Source: an optimization exercise on an open RTL-to-GDS flow (aim: small area, a short achievable clock period and few clock cycles). Production flows keep margins and buffers that such runs may drop. In this exercise RTL edits were held to simulation tests only and were not proved equivalent to the original. Power and IR drop assume default switching activity.

## sumhash512
module sumhash512 (
    input  wire         clk,
    input  wire         rst,
    input  wire         cmd_valid,
    output wire         cmd_ready,
    input  wire [2:0]   cmd_op,
    input  wire         cmd_salted,
    input  wire [3:0]   cmd_cnt,
    input  wire [63:0]  cmd_data,
    output reg  [9:0]   mat_addr,
    input  wire [511:0] mat_col,
    output reg          dig_valid,
    output wire [511:0] dig
);
Size: ~10000 cells after synthesis, about 1100 I/O pins, about 150000 um^2 of cells after synthesis.
export LEC_CHECK = 0
export CAP_MARGIN = 20
export CELL_PAD_IN_SITES_DETAIL_PLACEMENT = 1
export CELL_PAD_IN_SITES_GLOBAL_PLACEMENT = 2
export CORE_MARGIN = 2
export CORE_UTILIZATION = 40
export CTS_CLUSTER_DIAMETER = 60
export CTS_CLUSTER_SIZE = 30
export PLACE_DENSITY = 0.55
export SETUP_SLACK_MARGIN = 4.15
export SLEW_MARGIN = 20
create_clock -name core_clock -period 7.0 [get_ports {clk}]
standard.sh (not shown) runs the stock make flow with config.mk's settings and CLKGATE_MAP_FILE= SYNTH_SCRIPT=/design/flow/synth_recipe.tcl, a recipe that flattens the netlist after the stock synthesis.
==> flow/flow/run.sh <==
#!/bin/bash
# The standard layout (standard.sh: unchanged synthesis and steps) with two
# differences:
#  * buffer_ports inserts sky130_fd_sc_hd__buf_1 cells on the ports instead of
#    its default choice, a delay buffer (clkdlybuf4s50_1). Every input and
#    output port still gets its own buffer; timing repair resizes them.
#  * clock tree synthesis runs without dummy loads (TritonCTS's default adds
#    them to balance the tree), with the same sink clustering as config.mk.
# The flow's full output goes to standard_flow.log in the folder this runs in;
# ORFS keeps each step's own log under orfs/logs/.
set -uo pipefail
export BUFFER_PORTS_ARGS="-buffer_cell sky130_fd_sc_hd__buf_1"
export CTS_ARGS="-sink_clustering_enable -repair_clock_nets -sink_clustering_size 30 -sink_clustering_max_diameter 60 -dont_use_dummy_load"
bash standard.sh > standard_flow.log 2>&1
status=$?
tail -n 40 standard_flow.log
exit $status
Testbench counts at the start, summed over its fixed seeds: cycles 790,340.
Next try:
--- a/flow/design.v
+++ b/flow/design.v
@@ -56,32 +56,26 @@
     localparam P_IDLE = 2'd0;
     localparam P_BD   = 2'd1;       
     localparam P_BL   = 2'd2;       
     localparam P_C    = 2'd3;       
     reg         ready_r;
     reg         hv;
     reg         hs, hw, hir, hini, hf;  
     reg         hsal;
     reg [3:0]   hcnt;
     reg [63:0]  hdat;
     reg [2:0]   rotc;               
     reg         wb;                 
-    reg         qv;
-    reg [2:0]   qop;
-    reg         qsal;
-    reg [3:0]   qcnt;
-    reg [63:0]  qdat;
     reg [6:0]   wlo, whi;           
     reg         wblk, wstg, saltld;
-    reg [63:0]  wdat;
     reg [511:0] chain;
     reg         czero;              
     reg [511:0] blk;                
     reg [5:0]   clen;
     reg [51:0]  tblk;               
     reg         tinc;               
     reg         salted;
     reg [511:0] salt;
     reg [511:0] stage;
     reg [6:0]   scnt;
     reg         fin_busy;           
     reg         rq;
@@ -182,61 +176,54 @@
     wire x1 = isc1 ? xc : xb;
     ssc_compress #(.W(W)) u_comp (
         .clk     (clk),
         .add     (add_r),
         .clr     (clr_r),
         .mat_col (mat_col),
         .result  (accv)
     );
     wire        dn      = tk[TD];
     wire [1:0]  dn_kind = tkind[TD];
     wire        dn_two  = ttwo[TD];
     wire accept = cmd_valid && ready_r;
-    wire hv_nx  = (hv && !h_done) || qv || accept;
-    wire qv_nx  = hv_nx && ((hv && !h_done && (qv || accept)) || (qv && accept));
+    wire hv_nx  = (hv && !h_done) || accept;
     integer q;
     always @(posedge clk) begin
-        if (!hv || h_done) begin
-            hs  <= ((qv ? qop : cmd_op) == OP_SLOAD);
-            hw  <= ((qv ? qop : cmd_op) == OP_WRITE);
-            hir <= ((qv ? qop : cmd_op) == OP_INIT) || ((qv ? qop : cmd_op) == OP_RESET);
-            hini <= ((qv ? qop : cmd_op) == OP_INIT);
-            hf  <= ((qv ? qop : cmd_op) == OP_FINAL);
-            if (qv) begin
-                hsal <= qsal; hcnt <= qcnt; hdat <= qdat;
-            end else begin
-                hsal <= cmd_salted; hcnt <= cmd_cnt; hdat <= cmd_data;
-            end
+        if (ready_r) begin
+            hs   <= (cmd_op == OP_SLOAD);
+            hw   <= (cmd_op == OP_WRITE);
+            hir  <= (cmd_op == OP_INIT) || (cmd_op == OP_RESET);
+            hini <= (cmd_op == OP_INIT);
+            hf   <= (cmd_op == OP_FINAL);
+            hsal <= cmd_salted;
+            hcnt <= cmd_cnt;
+            hdat <= cmd_data;
             rotc <= 3'd0;
             wb   <= 1'b0;
         end else begin
             if (rotate) begin
                 hdat <= {hdat[55:0], hdat[63:56]};
                 rotc <= rotc + 3'd1;
             end
             if (ex && wrap)
                 wb <= 1'b1;
         end
-        if (ready_r) begin
-            qop <= cmd_op; qsal <= cmd_salted; qcnt <= cmd_cnt; qdat <= cmd_data;
-        end
         wlo    <= lo;
         whi    <= hi;
-        wdat   <= hdat;
         wblk   <= ex && h_write;
         wstg   <= ex && h_sload;
         saltld <= ex && hini && hsal;
         for (q = 0; q < 64; q = q + 1) begin
-            if (wblk && ben[q]) blk[8*q +: 8]   <= wdat[8*(q%8) +: 8];
-            if (wstg && ben[q]) stage[8*q +: 8] <= wdat[8*(q%8) +: 8];
+            if (wblk && ben[q]) blk[8*q +: 8]   <= hdat[8*(q%8) +: 8];
+            if (wstg && ben[q]) stage[8*q +: 8] <= hdat[8*(q%8) +: 8];
         end
         if (saltld)
             salt <= stage;
         if (start) begin
             jk      <= rq_kind;
             j_nb    <= s_nb;
             j_mk    <= s_mk;
             j_len   <= s_len;
             j_two   <= s_two;
             j_skipc <= s_skipc;
             j_bdend <= s_bdend;
             j_cfirst<= s_cfirst;
@@ -283,49 +270,47 @@
         f1     <= jfirst;
         add_r  <= v1 && x1;
         clr_r  <= v1 && f1;
         for (q = 2; q <= TD; q = q + 1) begin
             tkind[q] <= tkind[q-1];
             ttwo[q]  <= ttwo[q-1];
         end
         tkind[1] <= jk;
         ttwo[1]  <= j_two;
         if (rst) begin
             ready_r   <= 1'b1;
             hv        <= 1'b0;
-            qv        <= 1'b0;
             wblk      <= 1'b0;
             wstg      <= 1'b0;
             saltld    <= 1'b0;
             clen      <= 6'd0;
             scnt      <= 7'd0;
             tblk      <= 52'd0;
             tinc      <= 1'b0;
             salted    <= 1'b0;
             czero     <= 1'b1;
             fin_busy  <= 1'b0;
             rq        <= 1'b0;
             rq_kind   <= K_MSG;
             ph        <= P_IDLE;
             v1        <= 1'b0;
             add_r     <= 1'b0;
             clr_r     <= 1'b0;
             tk        <= {TD{1'b0}};
             chain_ld  <= 1'b0;
             tmp_ld    <= 1'b0;
             dig_valid <= 1'b0;
         end else begin
-            ready_r   <= !qv_nx;
+            ready_r   <= !hv_nx;
             hv        <= hv_nx;
-            qv        <= qv_nx;
             ph        <= ph_nx;
             v1        <= (ph != P_IDLE);
             tk        <= {tk[TD-1:1], last_issue};
             dig_valid <= dn && (dn_kind == K_FIN2 || (dn_kind == K_FIN1 && !dn_two));
             if (start) begin
                 rq <= 1'b0;
                 if (rq_kind == K_MSG || rq_kind == K_FOLD)
                     czero <= 1'b0;
             end
             if (dn && dn_kind == K_FIN2)
                 fin_busy <= 1'b0;
             if (dn && dn_kind == K_FIN1) begin
Non-clock buffer count fell by 20.
Worst hold slack is worse by 31 ps.
Combinational power fell by 17%.
Maximum frequency fell by 0.71%.
Die area fell by 2.9%.
Final cell count fell by 2.4%.
Synthesized area fell by 2.9%.
Wire length is about the same.
Setup slack is worse by 21 ps.
Sequential power fell by 8.5%.
Count of clock-buffer cells in the layout fell by 12.
Final area fell by 3.3%.
Global-route usage rose by 1.4 points.
Testbench counts after the change, summed over its fixed seeds: cycles 791,731.

-- afterwards: timing with drivers on the ports --
The results above use ideal ports. As a check the final layouts listed here were re-extracted and re-timed, cells and wires unchanged.
Step 1, drivers: a clkbuf_16 drives clk and a buf_2 each remaining input, both assumed.
Step 2 adds t to the input delays and takes it off the output delays; t is the mean of the earliest and latest rising clock arrival at the registers after step 1. Input paths then give back, and output paths get back, about the clock's delay inside the block.
Slacks: ideal ports / drivers / drivers and shift; pairs: ideal ports / drivers.
| run | shift t [ns] | setup WS [ns] | cell pins on the clock port's net |
|---|---|---|---|
| the first run | 1.067 | 4.045 / 3.924 / 3.390 | 1 |
| the second run | 1.060 | 4.024 / 3.898 / 3.249 | 1 |
After both steps every run listed still meets setup and hold. For the second run, which loses most, drivers alone change the setup slack by -0.126 ns; drivers and shift together by -0.775 ns.
